This is an optimization exercise on Yosys and OpenROAD, whose aim is small area, a short achievable clock period and few clock cycles per item, not a production implementation. RTL that was checked went through simulation tests only; none was proved equivalent to the original. The clock port is modelled as an ideal driver, which makes a skipped or thinned clock tree look cheaper than it is; a real chip needs a root buffer or a tree. Power figures rest on the tool's default switching activity, not on a simulated workload.

Setup of JK:
==> flow/design.v <==
module p286_tmds_ser (
    input  wire        clk,
    input  wire        rst,         
    input  wire        in_valid,
    output wire        in_ready,
    input  wire        in_ctl,      
    input  wire        in_hsync,    
    input  wire        in_vsync,    
    input  wire [23:0] in_rgb,      
    output wire        out_valid,
    output wire [5:0]  out_unit
);
    reg  [4:0] j_q;         
    reg        h_q;         
    reg        act_q;       
    reg        rdy_q;       
    reg        last_q;      
    reg        ov_q;        
    reg        pix_q;       
    reg        m0_q;        
    reg        m9_q;        
    reg  [9:0] ring_q [0:2];
    reg  [2:0] inv_q;
    reg  [2:0] o_q;
    wire i0   = !j_q[4] && !j_q[0];
        wire i9   =  j_q[4] && !j_q[3];
    wire i89  =  j_q[4] && !j_q[2];
    wire k354 = (j_q[2] && !j_q[3]) || (j_q[4] && j_q[0]) || (j_q[2] && !j_q[1]) || i9 || i0;
    wire t0     = !h_q && i0;
    wire t19    =  h_q && i9;
    wire pass1  = !h_q ? !i0 : i0;              
    wire mid    = pix_q && !h_q && !i0 && !i9;  
    wire ld     = !act_q || t19;                
    wire accept = in_valid && rdy_q;
    wire idle_n = !accept && ld;                
    always @(posedge clk) begin
        if (rst || idle_n) begin
            j_q <= 5'b10000;
            h_q <= 1'b1;
        end else begin
            j_q <= {j_q[3:0], !j_q[4]};
            h_q <= h_q ^ i9;
        end
        if (rst) begin
            act_q  <= 1'b0;
            rdy_q  <= 1'b1;
            last_q <= 1'b0;
            ov_q   <= 1'b0;
        end else begin
            act_q  <= accept || (act_q && !t19);
            rdy_q  <= !accept && (!act_q || (h_q && i89));
            last_q <= act_q && t19;
            ov_q   <= (act_q && !t0) || last_q;
        end
        if (ld) begin
            pix_q <= !in_ctl;
            m0_q  <= !in_hsync;
            m9_q  <= in_hsync ^ in_vsync;
        end
    end
    genvar c;
    generate
        for (c = 0; c < 3; c = c + 1) begin : ch
            wire [9:0] r = ring_q[c];
            wire [7:0] din = in_rgb[8*c +: 8];
            wire a1 = r[2], a2 = r[3], a3 = r[4], a4 = r[5], a5 = r[6], a6 = r[7], a7 = r[8];
            wire p12 = a1 & a2, p34 = a3 & a4, o12 = a1 | a2, o34 = a3 | a4;
            wire ge1a = o12 | o34;
            wire ge2a = p12 | p34 | (o12 & o34);
            wire ge3a = (p12 & o34) | (p34 & o12);
            wire ge4a = p12 & p34;
            wire ge1b = a5 | a6 | a7;
            wire ge2b = (a5 & a6) | (a5 & a7) | (a6 & a7);
            wire ge3b = a5 & a6 & a7;
            wire maj = ge4a | (ge3a & ge1b) | (ge2a & ge2b) | (ge1a & ge3b);
            wire inv = inv_q[c];
            wire x   = r[9] ^ r[0] ^ inv;
            wire mk  = (c == 0) ? (i0 ? m9_q : m0_q) : 1'b0;
            wire k   = t0 ? 1'b1 : pix_q ? (i9 ? inv : !inv) : (k354 ^ mk);
            wire fb  = mid ? x : k;
            always @(posedge clk) begin
                if (ld)
                    ring_q[c] <= {fb, din, r[1]};
                else
                    ring_q[c] <= {fb, r[9:1]};
                if (!pass1)
                    inv_q[c] <= maj;
                o_q[c] <= mid ? !x : pass1 ? (k ^ pix_q) : r[0];
            end
        end
    endgenerate
    assign in_ready  = rdy_q;
    assign out_valid = ov_q;
    assign out_unit  = {~o_q[2], o_q[2], ~o_q[1], o_q[1], ~o_q[0], o_q[0]};
endmodule
==> flow/config.mk <==
export PLATFORM = sky130hd
export DESIGN_NAME = p286_tmds_ser
export DESIGN_NICKNAME = p286_tmds_ser
export VERILOG_FILES = /design/flow/design.v
export SDC_FILE = /design/flow/constraint.sdc
export NUM_CORES = 4
export LEC_CHECK = 0
export CAP_MARGIN = 20
export CORE_MARGIN = 2
export CORE_UTILIZATION = 40
export SETUP_SLACK_MARGIN = 3.2
export SLEW_MARGIN = 20
==> flow/constraint.sdc <==
create_clock -name core_clock -period 5.0 [get_ports {clk}]
set_input_delay 1.0000 -clock core_clock [delete_from_list [all_inputs] [get_ports {clk}]]
set_output_delay 1.0000 -clock core_clock [all_outputs]
set_load 0.01 [all_outputs]
standard.sh (not shown) runs the stock make flow with config.mk's settings and CLKGATE_MAP_FILE= SYNTH_SCRIPT=/design/flow/synth_recipe.tcl, a recipe that flattens the netlist after the stock synthesis.
==> flow/flow/run.sh <==
#!/bin/bash
export BUFFER_PORTS_ARGS="-buffer_cell sky130_fd_sc_hd__buf_1"
bash standard.sh > standard.log 2>&1
Inputs modified between JK and MS:
diff --git a/flow/design.v b/flow/design.v
--- a/flow/design.v
+++ b/flow/design.v
@@ -15,5 +15,6 @@
     reg        act_q;       
     reg        rdy_q;       
-    reg        last_q;      
+    reg        ld_q;        
+    reg        act1_q;      
     reg        ov_q;        
     reg        pix_q;       
@@ -31,7 +32,6 @@
     wire pass1  = !h_q ? !i0 : i0;              
     wire mid    = pix_q && !h_q && !i0 && !i9;  
-    wire ld     = !act_q || t19;                
-    wire accept = in_valid && rdy_q;
-    wire idle_n = !accept && ld;                
+    wire accept = in_valid && ld_q;
+    wire idle_n = !accept && ld_q;                
     always @(posedge clk) begin
         if (rst || idle_n) begin
@@ -45,13 +45,15 @@
             act_q  <= 1'b0;
             rdy_q  <= 1'b1;
-            last_q <= 1'b0;
+            ld_q   <= 1'b1;
+            act1_q <= 1'b0;
             ov_q   <= 1'b0;
         end else begin
             act_q  <= accept || (act_q && !t19);
-            rdy_q  <= !accept && (!act_q || (h_q && i89));
-            last_q <= act_q && t19;
-            ov_q   <= (act_q && !t0) || last_q;
+            rdy_q  <= !(in_valid && rdy_q) && (!act_q || (h_q && i89));
+            ld_q   <= !(accept || (act_q && !(h_q && j_q[4] && !j_q[2])));
+            act1_q <= act_q;
+            ov_q   <= act1_q;
         end
-        if (ld) begin
+        if (ld_q) begin
             pix_q <= !in_ctl;
             m0_q  <= !in_hsync;
@@ -80,5 +82,5 @@
             wire fb  = mid ? x : k;
             always @(posedge clk) begin
-                if (ld)
+                if (ld_q)
                     ring_q[c] <= {fb, din, r[1]};
                 else
Notes after the runs:
Sequential share of cell area: JK and MS compared, higher one is MS. MS has less setup slack than JK. [MS] switching power share of the total rose 0.80 points relative to JK. In MS, clock group share of total power is lower than in JK. For worst hold slack, JK and MS come out practically identical. Per the comparison of MS with JK, combinational power share has increased, routed wire length lost 7.8%, wire length of the first global-routing pass shrank by 610 um. Comparing JK and MS, the lower synthesized cell count is on MS. dfxtp_2 as the library cell contributing the largest single delay on the critical path was reported by MS, and dfxtp_4 by JK. The power density over the cells in MS was higher than what JK gave. For the total non-filler cell area in the finished layout, MS came in 0.97% lower than JK did.
No functional check of the RTL was part of any run of this note.

========
== rev 12 ==
RTL: one of the versions met above, not the one the previous note started from.
Size: about 50 flip-flops.
==> module p286_tmds_ser, before the edit <==
module p286_tmds_ser (
    input  wire        clk,
    input  wire        rst,         
    input  wire        in_valid,
    output wire        in_ready,
    input  wire        in_ctl,      
    input  wire        in_hsync,    
    input  wire        in_vsync,    
    input  wire [23:0] in_rgb,      
    output wire        out_valid,
    output wire [5:0]  out_unit
);
    reg  [4:0] j_q;         
    reg        h_q;         
    reg        act_q;       
    reg        rdy_q;       
    reg        ld_q;        
    reg        act1_q;      
    reg        ov_q;        
    reg        pix_q;       
    reg        m0_q;        
    reg        m9_q;        
    reg  [9:0] ring_q [0:2];
    reg  [2:0] inv_q;
    reg  [2:0] o_q;
    wire i0   = !j_q[4] && !j_q[0];
        wire i9   =  j_q[4] && !j_q[3];
    wire i89  =  j_q[4] && !j_q[2];
    wire k354 = (j_q[2] && !j_q[3]) || (j_q[4] && j_q[0]) || (j_q[2] && !j_q[1]) || i9 || i0;
    wire t0     = !h_q && i0;
    wire t19    =  h_q && i9;
    wire pass1  = !h_q ? !i0 : i0;              
    wire mid    = pix_q && !h_q && !i0 && !i9;  
    wire accept = in_valid && ld_q;
    wire idle_n = !accept && ld_q;                
    always @(posedge clk) begin
        if (rst || idle_n) begin
            j_q <= 5'b10000;
            h_q <= 1'b1;
        end else begin
            j_q <= {j_q[3:0], !j_q[4]};
            h_q <= h_q ^ i9;
        end
        if (rst) begin
            act_q  <= 1'b0;
            rdy_q  <= 1'b1;
            ld_q   <= 1'b1;
            act1_q <= 1'b0;
            ov_q   <= 1'b0;
        end else begin
            act_q  <= accept || (act_q && !t19);
            rdy_q  <= !(in_valid && rdy_q) && (!act_q || (h_q && i89));
            ld_q   <= !(accept || (act_q && !(h_q && j_q[4] && !j_q[2])));
            act1_q <= act_q;
            ov_q   <= act1_q;
        end
        if (ld_q) begin
            pix_q <= !in_ctl;
            m0_q  <= !in_hsync;
            m9_q  <= in_hsync ^ in_vsync;
        end
    end
    genvar c;
    generate
        for (c = 0; c < 3; c = c + 1) begin : ch
            wire [9:0] r = ring_q[c];
            wire [7:0] din = in_rgb[8*c +: 8];
            wire a1 = r[2], a2 = r[3], a3 = r[4], a4 = r[5], a5 = r[6], a6 = r[7], a7 = r[8];
            wire p12 = a1 & a2, p34 = a3 & a4, o12 = a1 | a2, o34 = a3 | a4;
            wire ge1a = o12 | o34;
            wire ge2a = p12 | p34 | (o12 & o34);
            wire ge3a = (p12 & o34) | (p34 & o12);
            wire ge4a = p12 & p34;
            wire ge1b = a5 | a6 | a7;
            wire ge2b = (a5 & a6) | (a5 & a7) | (a6 & a7);
            wire ge3b = a5 & a6 & a7;
            wire maj = ge4a | (ge3a & ge1b) | (ge2a & ge2b) | (ge1a & ge3b);
            wire inv = inv_q[c];
            wire x   = r[9] ^ r[0] ^ inv;
            wire mk  = (c == 0) ? (i0 ? m9_q : m0_q) : 1'b0;
            wire k   = t0 ? 1'b1 : pix_q ? (i9 ? inv : !inv) : (k354 ^ mk);
            wire fb  = mid ? x : k;
            always @(posedge clk) begin
                if (ld_q)
                    ring_q[c] <= {fb, din, r[1]};
                else
                    ring_q[c] <= {fb, r[9:1]};
                if (!pass1)
                    inv_q[c] <= maj;
                o_q[c] <= mid ? !x : pass1 ? (k ^ pix_q) : r[0];
            end
        end
    endgenerate
    assign in_ready  = rdy_q;
    assign out_valid = ov_q;
    assign out_unit  = {~o_q[2], o_q[2], ~o_q[1], o_q[1], ~o_q[0], o_q[0]};
endmodule
clock: 5.0 ns
lec_check: 0
abc_area: 1
cap_margin: 20
core_margin: 2
core_utilization: 40
setup_slack_margin: 3.2
slew_margin: 20
==> flow/flow/run.sh <==
#!/bin/bash
export BUFFER_PORTS_ARGS="-buffer_cell sky130_fd_sc_hd__buf_1"
export CTS_ARGS="-sink_clustering_enable -repair_clock_nets -root_buf sky130_fd_sc_hd__clkbuf_16 -buf_list sky130_fd_sc_hd__clkbuf_16 -dont_use_dummy_load"
export POST_CTS_TCL="$PWD/flow/drop_root.tcl"
bash standard.sh > standard.log 2>&1
==> flow/flow/drop_root.tcl <==
set block [ord::get_db_block]
set port_net [$block findNet clk]
set root ""
set nroot 0
foreach it [$port_net getITerms] { set root [$it getInst]; incr nroot }
if {$nroot != 1} { puts "drop_root: clock port drives $nroot pins, tree kept"; return }
set root_out ""
foreach it [$root getITerms] {
  if {[[$it getMTerm] getIoType] eq "OUTPUT"} { set root_out [$it getNet] }
}
set loads {}
set ok 1
foreach it [$root_out getITerms] {
  if {[$it getInst] eq $root} continue
  if {![string match "sky130_fd_sc_hd__clkbuf_*" [[[$it getInst] getMaster] getName]]} { set ok 0 }
  lappend loads $it
}
if {!$ok || [llength $loads] > 4} { puts "drop_root: root drives [llength $loads] pins, tree kept"; return }
puts "drop_root: removing [$root getName], port drives [llength $loads] buffers"
foreach it $loads { $it disconnect; $it connect $port_net }
foreach it [$root getITerms] { $it disconnect }
odb::dbInst_destroy $root
odb::dbNet_destroy $root_out
estimate_parasitics -placement
report_checks -path_delay max -format end
Inputs modified between rev 12 and rev 13:
--- a/flow/design.v
+++ b/flow/design.v
@@ -85,11 +85,11 @@
                     ring_q[c] <= {fb, din, r[1]};
                 else
                     ring_q[c] <= {fb, r[9:1]};
                 if (!pass1)
                     inv_q[c] <= maj;
-                o_q[c] <= mid ? !x : pass1 ? (k ^ pix_q) : r[0];
+                o_q[c] <= pass1 ? (fb ^ pix_q) : r[0];
             end
         end
     endgenerate
     assign in_ready  = rdy_q;
     assign out_valid = ov_q;
Findings:
Worst setup slack for register-to-register paths delta (rev 13 − rev 12): favourable. Cmp rev 13 vs rev 12: fraction of area in multi-input gates lower in rev 13. Delta (rev 13 minus rev 12): clock period minus worst slack shrank by 0.051 ns; design internal power shrank by about 1.2%; overall via count from detail_route shrank by 2.8%; combinational group share of total power shrank by 1.4 points. Every run (rev 13 and rev 12) finished clean. Against rev 12, rev 13 reports a core region area that is lower.
Testbench counts of rev 13, summed over its fixed seeds: cycles 48,024, items 2,400.
The RTL of rev 12 was laid out without a check of its function.

========
== before ==
Another version of the RTL of p286_tmds_ser (not shown whole).
For scale: about 49 flip-flops, ~38 I/O pins, roughly 2100 µm² of cells after synthesis.
==> module p286_tmds_ser, before the edit <==
module p286_tmds_ser (
    input  wire        clk,
    input  wire        rst,         
    input  wire        in_valid,
    output wire        in_ready,
    input  wire        in_ctl,      
    input  wire        in_hsync,    
    input  wire        in_vsync,    
    input  wire [23:0] in_rgb,      
    output wire        out_valid,
    output wire [5:0]  out_unit
);
    reg  [4:0] j_q;         
    reg        h_q;         
    reg        act_q;       
    reg        rdy_q;       
    reg        act1_q;      
    reg        ov_q;        
    reg        pix_q;       
    reg        m0_q;        
    reg        m9_q;        
    reg  [9:0] ring_q [0:2];
    reg  [2:0] inv_q;
    reg  [2:0] o_q;
    wire i0   = !j_q[4] && !j_q[0];
        wire i9   =  j_q[4] && !j_q[3];
    wire i89  =  j_q[4] && !j_q[2];
    wire k354 = (j_q[2] && !j_q[3]) || (j_q[4] && j_q[0]) || (j_q[2] && !j_q[1]) || i9 || i0;
    wire t0     = !h_q && i0;
    wire t19    =  h_q && i9;
    wire pass1  = !h_q ? !i0 : i0;              
    wire mid    = pix_q && !h_q && !i0 && !i9;  
    wire t10p   = h_q && i0;                     
    wire pixs   = pix_q && !t0;                  
    wire krg    = t0 || (!pix_q && k354);
    wire kb     = t0 || (!pix_q && (k354 ^ (i0 ? m9_q : m0_q)));
    wire accept = in_valid && rdy_q;
    wire idle_n = !accept && rdy_q;                
    always @(posedge clk) begin
        if (rst || idle_n) begin
            j_q <= 5'b10000;
            h_q <= 1'b1;
        end else begin
            j_q <= {j_q[3:0], !j_q[4]};
            h_q <= h_q ^ i9;
        end
        if (rst) begin
            act_q  <= 1'b0;
            rdy_q  <= 1'b1;
            act1_q <= 1'b0;
            ov_q   <= 1'b0;
        end else begin
            act_q  <= accept || (act_q && !t19);
            rdy_q  <= !accept && (!act_q || (h_q && i89));
            act1_q <= act_q;
            ov_q   <= act1_q;
        end
        if (rdy_q) begin
            pix_q <= !in_ctl;
            m0_q  <= !in_hsync;
            m9_q  <= in_hsync ^ in_vsync;
        end
    end
    genvar c;
    generate
        for (c = 0; c < 3; c = c + 1) begin : ch
            wire [9:0] r = ring_q[c];
            wire [7:0] din = in_rgb[8*c +: 8];
            wire a1 = r[2], a2 = r[3], a3 = r[4], a4 = r[5], a5 = r[6], a6 = r[7], a7 = r[8];
            wire p12 = a1 & a2, p34 = a3 & a4, o12 = a1 | a2, o34 = a3 | a4;
            wire ge1a = o12 | o34;
            wire ge2a = p12 | p34 | (o12 & o34);
            wire ge3a = (p12 & o34) | (p34 & o12);
            wire ge4a = p12 & p34;
            wire ge1b = a5 | a6 | a7;
            wire ge2b = (a5 & a6) | (a5 & a7) | (a6 & a7);
            wire ge3b = a5 & a6 & a7;
            wire maj = ge4a | (ge3a & ge1b) | (ge2a & ge2b) | (ge1a & ge3b);
            wire inv = inv_q[c];
            wire y   = (mid && (r[9] ^ r[0])) || t10p;
            wire fb  = (pixs && (y ^ inv)) || ((c == 0) ? kb : krg);
            always @(posedge clk) begin
                if (rdy_q)
                    ring_q[c] <= {fb, din, r[1]};
                else
                    ring_q[c] <= {fb, r[9:1]};
                if (!pass1)
                    inv_q[c] <= maj;
                o_q[c] <= pass1 ? (fb ^ pix_q) : r[0];
            end
        end
    endgenerate
    assign in_ready  = rdy_q;
    assign out_valid = ov_q;
    assign out_unit  = {~o_q[2], o_q[2], ~o_q[1], o_q[1], ~o_q[0], o_q[0]};
endmodule
export LEC_CHECK = 0
export ABC_AREA = 1
export CAP_MARGIN = 20
export CORE_MARGIN = 2
export CORE_UTILIZATION = 40
export SETUP_SLACK_MARGIN = 3.2
export SLEW_MARGIN = 20
create_clock -name core_clock -period 5.0 [get_ports {clk}]
==> flow/flow/run.sh <==
#!/bin/bash
export BUFFER_PORTS_ARGS="-buffer_cell sky130_fd_sc_hd__buf_1"
export CTS_ARGS="-sink_clustering_enable -repair_clock_nets -root_buf sky130_fd_sc_hd__clkbuf_8 -buf_list sky130_fd_sc_hd__clkbuf_8 -dont_use_dummy_load"
export POST_CTS_TCL="$PWD/flow/drop_root.tcl"
bash standard.sh > standard.log 2>&1
Scripts as last shown in full above: flow/flow/drop_root.tcl
before completed every stage of the flow, and the final layout passed the timing, DRC and antenna checks.
Relative to before, the following input files were edited for after:
==> flow/design.v <==
module p286_tmds_ser (
    input  wire        clk,
    input  wire        rst,         
    input  wire        in_valid,
    output wire        in_ready,
    input  wire        in_ctl,      
    input  wire        in_hsync,    
    input  wire        in_vsync,    
    input  wire [23:0] in_rgb,      
    output wire        out_valid,
    output wire [5:0]  out_unit
);
    reg  [4:0] j_q;         
    reg        h_q;         
    reg        act_q;       
    reg        rdy_q;       
    reg        act1_q;      
    reg        ov_q;        
    reg        pix_q;       
    reg        m0_q;        
    reg        m9_q;        
    reg  [9:0] ring_q [0:2];
    reg  [2:0] inv_q;
    reg  [2:0] o_q;
    wire i0   = !j_q[4] && !j_q[0];
        wire i9   =  j_q[4] && !j_q[3];
    wire i89  =  j_q[4] && !j_q[2];
    wire k354 = (j_q[2] && !j_q[3]) || (j_q[4] && j_q[0]) || (j_q[2] && !j_q[1]) || i9 || i0;
    wire t0     = !h_q && i0;
    wire t19    =  h_q && i9;
    wire pass1  = !h_q ? !i0 : i0;              
    wire mid    = pix_q && !h_q && !i0 && !i9;  
    wire accept = in_valid && rdy_q;
    wire idle_n = !accept && rdy_q;                
    always @(posedge clk) begin
        if (rst || idle_n) begin
            j_q <= 5'b10000;
            h_q <= 1'b1;
        end else begin
            j_q <= {j_q[3:0], !j_q[4]};
            h_q <= h_q ^ i9;
        end
        if (rst) begin
            act_q  <= 1'b0;
            rdy_q  <= 1'b1;
            act1_q <= 1'b0;
            ov_q   <= 1'b0;
        end else begin
            act_q  <= accept || (act_q && !t19);
            rdy_q  <= !accept && (!act_q || (h_q && i89));
            act1_q <= act_q;
            ov_q   <= act1_q;
        end
        if (rdy_q) begin
            pix_q <= !in_ctl;
            m0_q  <= !in_hsync;
            m9_q  <= in_hsync ^ in_vsync;
        end
    end
    genvar c;
    generate
        for (c = 0; c < 3; c = c + 1) begin : ch
            wire [9:0] r = ring_q[c];
            wire [7:0] din = in_rgb[8*c +: 8];
            wire a1 = r[2], a2 = r[3], a3 = r[4], a4 = r[5], a5 = r[6], a6 = r[7], a7 = r[8];
            wire p12 = a1 & a2, p34 = a3 & a4, o12 = a1 | a2, o34 = a3 | a4;
            wire ge1a = o12 | o34;
            wire ge2a = p12 | p34 | (o12 & o34);
            wire ge3a = (p12 & o34) | (p34 & o12);
            wire ge4a = p12 & p34;
            wire ge1b = a5 | a6 | a7;
            wire ge2b = (a5 & a6) | (a5 & a7) | (a6 & a7);
            wire ge3b = a5 & a6 & a7;
            wire maj = ge4a | (ge3a & ge1b) | (ge2a & ge2b) | (ge1a & ge3b);
            wire inv = inv_q[c];
            wire x   = r[9] ^ r[0] ^ inv;
            wire mk  = (c == 0) ? (i0 ? m9_q : m0_q) : 1'b0;
            wire k   = t0 ? 1'b1 : !pass1 ? 1'b0 : pix_q ? (i9 ? inv : !inv) : (k354 ^ mk);
            wire fb  = mid ? x : k;
            always @(posedge clk) begin
                ring_q[c] <= {fb, ({8{act_q}} & r[9:2]) | ({8{rdy_q}} & din), r[1]};
                if (!pass1)
                    inv_q[c] <= maj;
                o_q[c] <= pass1 ? (fb ^ pix_q) : r[0];
            end
        end
    endgenerate
    assign in_ready  = rdy_q;
    assign out_valid = ov_q;
    assign out_unit  = {~o_q[2], o_q[2], ~o_q[1], o_q[1], ~o_q[0], o_q[0]};
endmodule
## What came out
On utilization, before tracks after almost exactly. Per the comparison of after with before, share of the clock period used by the worst path up 0.29 points; routed length on met2 up 250 µm; mean instance size in the synthesized netlist down 2.3%; fraction of power consumed by the clock network up 0.4 points.
No functional check of the RTL was part of any run of this note.

[separate check: timing with driven ports]
The results above use ideal ports. As a check the final layouts listed here were re-extracted and re-timed, cells and wires unchanged. Step 1 assumes that a clkbuf_16 drives the clock port and a buf_2 every other input. Step 2, shift: input delay + t, output delay - t, t = (earliest + latest rising clock arrival at the registers) / 2. This alone moves slack from input paths to output paths. Slacks: no drivers / after step 1 / after step 2; pairs: no drivers / after step 1.
| run | shift t [ns] | setup WS [ns] | worst setup path after step 2 |
|---|---|---|---|
| JK | 0.319 | 3.218 / 3.192 / 3.295 | register to register |
| MS | 0.322 | 3.208 / 3.182 / 3.241 | input to register |
| rev 12 | 0.195 | 3.317 / 3.311 / 3.172 | input to register |
| rev 13 | 0.191 | 3.368 / 3.304 / 3.225 | input to register |
| before | 0.193 | 3.376 / 3.322 / 3.254 | input to register |
| after | 0.190 | 3.362 / 3.312 / 3.203 | input to register |
After both steps every run listed still meets setup and hold. The setup slack of after, which loses most, moves by -0.050 ns with the drivers and by -0.159 ns with both steps.
